This design comes from an exercise in tuning for small area, a short achievable clock period and few clock cycles on the open sky130 flow, not from production work.
Only simulation tests tie the RTL to the original design; equivalence was not proved.

<file path="design/flow/run.sh">
#!/bin/bash
# synth_recipe.tcl (not shown) runs the flow's synth.tcl, then flattens the netlist and writes it again
# the make line also repeats each setting of config.mk as NAME=value (left out here)
make -C /OpenROAD-flow-scripts/flow DESIGN_CONFIG=/design/flow/config.mk WORK_HOME=/design/flow/orfs CLKGATE_MAP_FILE= SYNTH_SCRIPT=/design/flow/synth_recipe.tcl finish
</file>
<file path="design/flow/config.mk">
export PLATFORM = sky130hd
export DESIGN_NAME = icf_pwm_calc
export DESIGN_NICKNAME = icf_pwm_calc
export VERILOG_FILES = /design/flow/design.v
export SDC_FILE = /design/flow/constraint.sdc
export NUM_CORES = 4
export LEC_CHECK = 0
export CAP_MARGIN = 20
export CORE_MARGIN = 2
export CORE_UTILIZATION = 40
export SLEW_MARGIN = 20
</file>
<file path="design/flow/constraint.sdc">
create_clock -name core_clock -period 15.0 [get_ports {clk}]
set_input_delay 3.0000 -clock core_clock [delete_from_list [all_inputs] [get_ports {clk}]]
set_output_delay 3.0000 -clock core_clock [all_outputs]
set_load 0.01 [all_outputs]
</file>
<file path="design/flow/design.v">
module icf_pwm_calc (
    input  wire        clk,
    input  wire        rst,
    input  wire        start,
    output wire        ready,
    input  wire [31:0] freq,       
    input  wire [31:0] clkbase,    
    input  wire [31:0] duty,       
    input  wire [31:0] phase,      
    input  wire        geom,       
    output reg         done,
    output reg  [31:0] period,
    output reg  [31:0] cmpa,
    output reg  [31:0] phs
);
    localparam [19:0] MILLION = 20'd1000000;
    localparam S_IDLE  = 2'd0;
    localparam S_DIV_P = 2'd1;
    localparam S_DIV_Q = 2'd2;
    localparam S_DIV_H = 2'd3;
    reg [1:0]  state;
    reg [5:0]  count;
    reg        r_geom;
    reg [19:0] r_dutyc;      
    reg [19:0] r_ph;         
    reg [32:0] r_p;          
    reg [31:0] r_q;          
    reg [51:0] quo;
    reg [32:0] rem;
    reg [32:0] divisor;
    assign ready = (state == S_IDLE);
    wire signed [31:0] freq_s  = freq;
    wire signed [31:0] duty_s  = duty;
    wire signed [31:0] phase_s = phase;
    wire [30:0] f_clamped = (freq_s < 32'sd1000) ? 31'd1000 : freq[30:0];
    wire [19:0] d_clamped = (duty_s < 0) ? 20'd0 :
                            (duty_s > 32'sd1000000) ? MILLION : duty[19:0];
    wire [19:0] ph_clamped = (phase_s < 0) ? 20'd0 :
                             (phase_s > 32'sd1000000) ? MILLION : phase[19:0];
    wire [41:0] n_clk = clkbase * 10'd1000;
    wire [32:0] d_clk = geom ? {2'b00, f_clamped} : {1'b0, f_clamped, 1'b0};
    wire [33:0] rem_shift = {rem, quo[51]};
    wire        rem_ge    = (rem_shift >= {1'b0, divisor});
    wire [33:0] rem_sub   = rem_shift - {1'b0, divisor};
    wire [32:0] rem_next  = rem_ge ? rem_sub[32:0] : rem_shift[32:0];
    wire [51:0] quo_next  = {quo[50:0], rem_ge};
    wire        div_last  = (count == 6'd51);
    wire [32:0] pq      = {1'b0, quo_next[31:0]};
    wire [32:0] p_val   = r_geom ? (pq - 33'd1) : pq;
    wire [51:0] x_val   = pq * r_dutyc;
    wire [51:0] y_val   = r_p[31:0] * r_ph;
    wire [32:0] qd      = {1'b0, quo_next[31:0]};
    wire [32:0] q_val   = !r_geom ? qd :
                          (quo_next == 52'd0 && rem_next == 33'd0) ? 33'h1_FFFF_FFFF :
                          (qd == 33'd0) ? 33'd0 : (qd - 33'd1);
    always @(posedge clk) begin
        if (rst) begin
            state  <= S_IDLE;
            count  <= 6'd0;
            done   <= 1'b0;
            period <= 32'd0;
            cmpa   <= 32'd0;
            phs    <= 32'd0;
        end else begin
            done <= 1'b0;
            case (state)
                S_IDLE: begin
                    if (start) begin
                        r_geom  <= geom;
                        r_dutyc <= MILLION - d_clamped;
                        r_ph    <= ph_clamped;
                        quo     <= {10'd0, n_clk};
                        rem     <= 33'd0;
                        divisor <= d_clk;
                        count   <= 6'd0;
                        state   <= S_DIV_P;
                    end
                end
                S_DIV_P: begin
                    quo   <= quo_next;
                    rem   <= rem_next;
                    count <= count + 6'd1;
                    if (div_last) begin
                        r_p     <= p_val;
                        quo     <= x_val;
                        rem     <= 33'd0;
                        divisor <= {13'd0, MILLION};
                        count   <= 6'd0;
                        state   <= S_DIV_Q;
                    end
                end
                S_DIV_Q: begin
                    quo   <= quo_next;
                    rem   <= rem_next;
                    count <= count + 6'd1;
                    if (div_last) begin
                        r_q     <= q_val[31:0];
                        quo     <= y_val;
                        rem     <= 33'd0;
                        count   <= 6'd0;
                        state   <= S_DIV_H;
                    end
                end
                S_DIV_H: begin
                    quo   <= quo_next;
                    rem   <= rem_next;
                    count <= count + 6'd1;
                    if (div_last) begin
                        period <= r_p[31:0];
                        cmpa   <= r_q;
                        if (r_p[32])
                            phs <= (r_ph == MILLION) ? 32'hFFFF_FFFF : 32'd0;
                        else
                            phs <= quo_next[31:0];
                        done  <= 1'b1;
                        state <= S_IDLE;
                    end
                end
            endcase
        end
    end
endmodule
</file>
==> summary.txt <==
-- registers in the layout, indices dropped and copies added, names as in the netlist --
name,count
state,2
count,6
r_geom,1
rem,33
r_q,32
r_dutyc,20
r_p,33
cmpa,32
divisor,32
r_ph,20
done,1
period,32
phs,32
quo,52
-- worst reg2reg max path, delay by kind of cell, from the launching register on --
| family | cells | cell delay, ns |
|---|---|---|
| fa+ha+maj | 10 | 3.43 |
| xor+xnor | 1 | 0.20 |
| buf+inv | 8 | 0.76 |
| flops | 1 | 0.46 |
| compound gates | 9 | 2.93 |
| simple gates | 5 | 1.91 |
| mux | 1 | 0.29 |
-- worst paths after layout --
kind | start | to | cells past startpoint
max | quo[51] | quo[37] | 34
min | period[15] | period[15] | 2
max reg2reg | quo[51] | quo[37] | 34
min reg2reg | period[15] | period[15] | 2
-- metal layers --
metal | wire, µm | track usage (%) | up-vias | share of wire [%]
met1 | 83300 | 33.4 | 25600 | 42
met4 | 5660 | 7.34 | 4 | 2.9
met3 | 15500 | 4.31 | 286 | 7.8
li1 | - | - | 22200 | -
met5 | 24 | 0 | - | 0.012
met2 | 93400 | 41.1 | 1777 | 47
-- cell families after synthesis --
group / synth area share (%)
flops: 13.9
simple gates: 16.8
mux: 0.761
buf+inv: 10.3
fa+ha+maj: 46.5
compound gates: 9.49
xor+xnor: 2.30
-- through the flow --
stage	util, %	hold WS (ns)	instance area [µm²]	cells
6_report	43.8	0.451	69100	9209
3_5_place_dp	42.8	0.446	67500	9116
4_1_cts	43.7	0.454	69000	9202
5_1_grt	43.8	0.463	69100	9206
2_1_floorplan	-	0.467	63300	7126
3_3_place_gp	42.8	0.443	67500	9116
-- cells in the mapped netlist, types with 30 or more instances --
master    count
edfxtp_1    223
nand3_1      61
a21oi_1     304
nand2b_1     59
inv_1      1306
clkbuf_1    386
mux2i_1      41
dfxtp_1     105
xor2_1       72
a211oi_1     59
ha_1        449
o21ai_0     147
a31oi_1      30
fa_1       1191
xnor2_1      94
nor2_1      228
nand2_1    1273
and2_1      407
a21o_1      113
nor3_1       48
nand4_1      38
nor4_1       42
-- area by class of cell --
class | count | area (µm²) | area share, %
Timing Repair Buffer | 339 | 3130 | 4.53
Sequential cell | 328 | 8800 | 12.7
Inverter | 1307 | 4910 | 7.10
Clock inverter | 26 | 245 | 0.355
Tap cell | 2072 | 2590 | 3.75
Clock buffer | 60 | 1290 | 1.87
Antenna cell | 4 | 10.0 | 0.0145
Multi-Input combinational cell | 5073 | 48100 | 69.6
-- layout by cell type (no fill, tap or decap), types with 18 or more instances in the layout --
cell / instances
edfxtp_1: 223
or3_1: 26
mux2i_1: 41
nand4_1: 38
nand3_1: 61
o21a_1: 26
dfxtp_1: 105
fa_1: 1191
a21o_1: 113
nand2_1: 1272
nor2_1: 222
nor4_1: 41
o211ai_1: 18
clkdlybuf4s50_1: 227
o31ai_1: 18
o21ai_0: 147
ha_1: 448
a31oi_1: 30
xnor2_1: 94
nor3_1: 47
a21oi_1: 304
o21bai_1: 28
buf_4: 108
and2_1: 406
nand2b_1: 59
or4_1: 19
a221oi_1: 20
xor2_1: 72
and3_1: 25
a211oi_1: 59
clkbuf_16: 47
inv_1: 1306
==> run_results.csv <==
group,metric,value,unit
setup_path,crit_type,"flip-flop to flip-flop",
setup_path,cpMaxStageDelayCell,"o41a_1",
detailed_routing,wirelength,198,mm
synth,yosysTopAreaCell,"fa_1",
setup_path,critical-path-top-delay-family,"adder cells",
timing,finalCriticalPeriod,10.22,ns
layout,drive_above_1_share,3.29,%
clock_tree,cts_max_level,2,
clock_tree,post_cts_hold_buffer_count,0,
layout,num-nets-final,8867,
clock_tree,cts_tree,"done",
global_routing,grt_remaining_overflow,0,
synth,ys_warn_count,1,
setup_path,start_kind,"flip-flop",
timing,drv_slew,0,
global_routing,antenna_found_initial,5,
timing,timing.final.ws_setup,4.78,ns
layout,n_fill_cell,15600,
run_status,status,"timing/DRC/antenna clean",
die,die_h,402,µm
setup_path,end_kind,"flip-flop",
setup_path,crit_required,15.40,ns
synth,synth_top_cell_area_share,37.7,%
die,initial_core_util,40.1,%
timing,hold_viol_final,0,
synth,ys_async_sr_fraction,0,%
detailed_routing,ant_nets,0,
synth,synth_fp_nets,8898,
detailed_routing,wl_per_cell,21.5,µm
setup_path,r2r_setup_slack,4.78,ns
place,preCtsSetupSlack,4.85,ns
detailed_routing,post_drt_via_cell_ratio,5.42,
synth,netlist_instances,7126,
place,dp_hpwl,152,mm
die,core-area,158000,µm²
setup_path,worst-path-max-fanout,49,
global_routing,grt_max_degree,86,
timing,skew,0.0273,ns
setup_path,cpMostUsedCell,"inv_1",
detailed_routing,dr.pass1.iters,7,
setup_path,arrival,10.62,ns
timing,tightest_slew,1.19,ns
timing,setup_viol,0,
global_routing,grt_usage,24.8,%
detailed_routing,dr.first_iter.drc_count,3859,
die,die_w,402,µm
detailed_routing,drc,0,
synth,ys_ff_latch,328,
synth,syn_avg_cell_area,8.88,µm²
global_routing,grt_pass1_vias,52800,
clock_tree,clock-sinks,328,
detailed_routing,num_vias,49900,
timing,rsz0062_at_grt,"no",
die,dieArea,161000,µm²
setup_path,cp_num_buf_inv,8,
timing,relSlewSlack,20.7,%
timing,setup_tns,0,ns
place,gp_congestion,0.925,
synth,synth_cell_types,88,
place,portBuffers,229,
clock_tree,cts_setup_buffers,0,
min_path,holdCritPathClass,"flip-flop to flip-flop",
clock_tree,cts_root_buf,"clkbuf_16",
clock_tree,clkSlewWorstSetupHoldPaths,0.07,ns
setup_path,cpPeakStageDelay,0.68,ns
die,rows,146,
timing,post-route-period-util,68.2,%
clock_tree,cts-buffers-inserted,46,
synth,yosys-top-cells-area,"fa_1, edfxtp_1, ha_1",
clock_tree,cts_resized,0,
clock_tree,clock_latency,0.64,ns
clock_tree,cts_buffer_depth,3,
die,io_pins,230,
synth,syn_area,63300,µm²
synth,ys_seq_area_share,13.9,%
timing,clock.fmax,97.8,MHz
global_routing,grt_pass1_wl,312,mm
synth,synth_edf_count,223,
flow_run,drv_cap,0,
synth,synth-main-ff-cell,"edfxtp_1",
layout,area_delta_synth_final,9.08,%
Testbench counts, summed over its fixed seeds: cycles 188,400.

-- static timing again, ports no longer ideal --
The results above use ideal ports. As a check the final layout listed here was re-extracted and re-timed, cells and wires unchanged. Step 1 sets driving cells, clkbuf_16 on the clock port and buf_2 on the other inputs (assumed; they add their load-dependent delay and slew). Step 2, shift: input delay + t, output delay - t, t = (earliest + latest rising clock arrival at the registers) / 2. This alone moves slack from input paths to output paths. Three values: no drivers, after step 1, after step 2; two values: the first two.
t (ns): 0.716
setup slack, ns: 4.776 / 4.776 / 4.776
slew at the worst register clock pin (ns): 0.07 / 0.07
pins driven straight from the clock port: 1
After both steps setup and hold are still met in this run. The setup slack of this run moves by 0.000 ns with the drivers and by 0.000 ns with both steps.
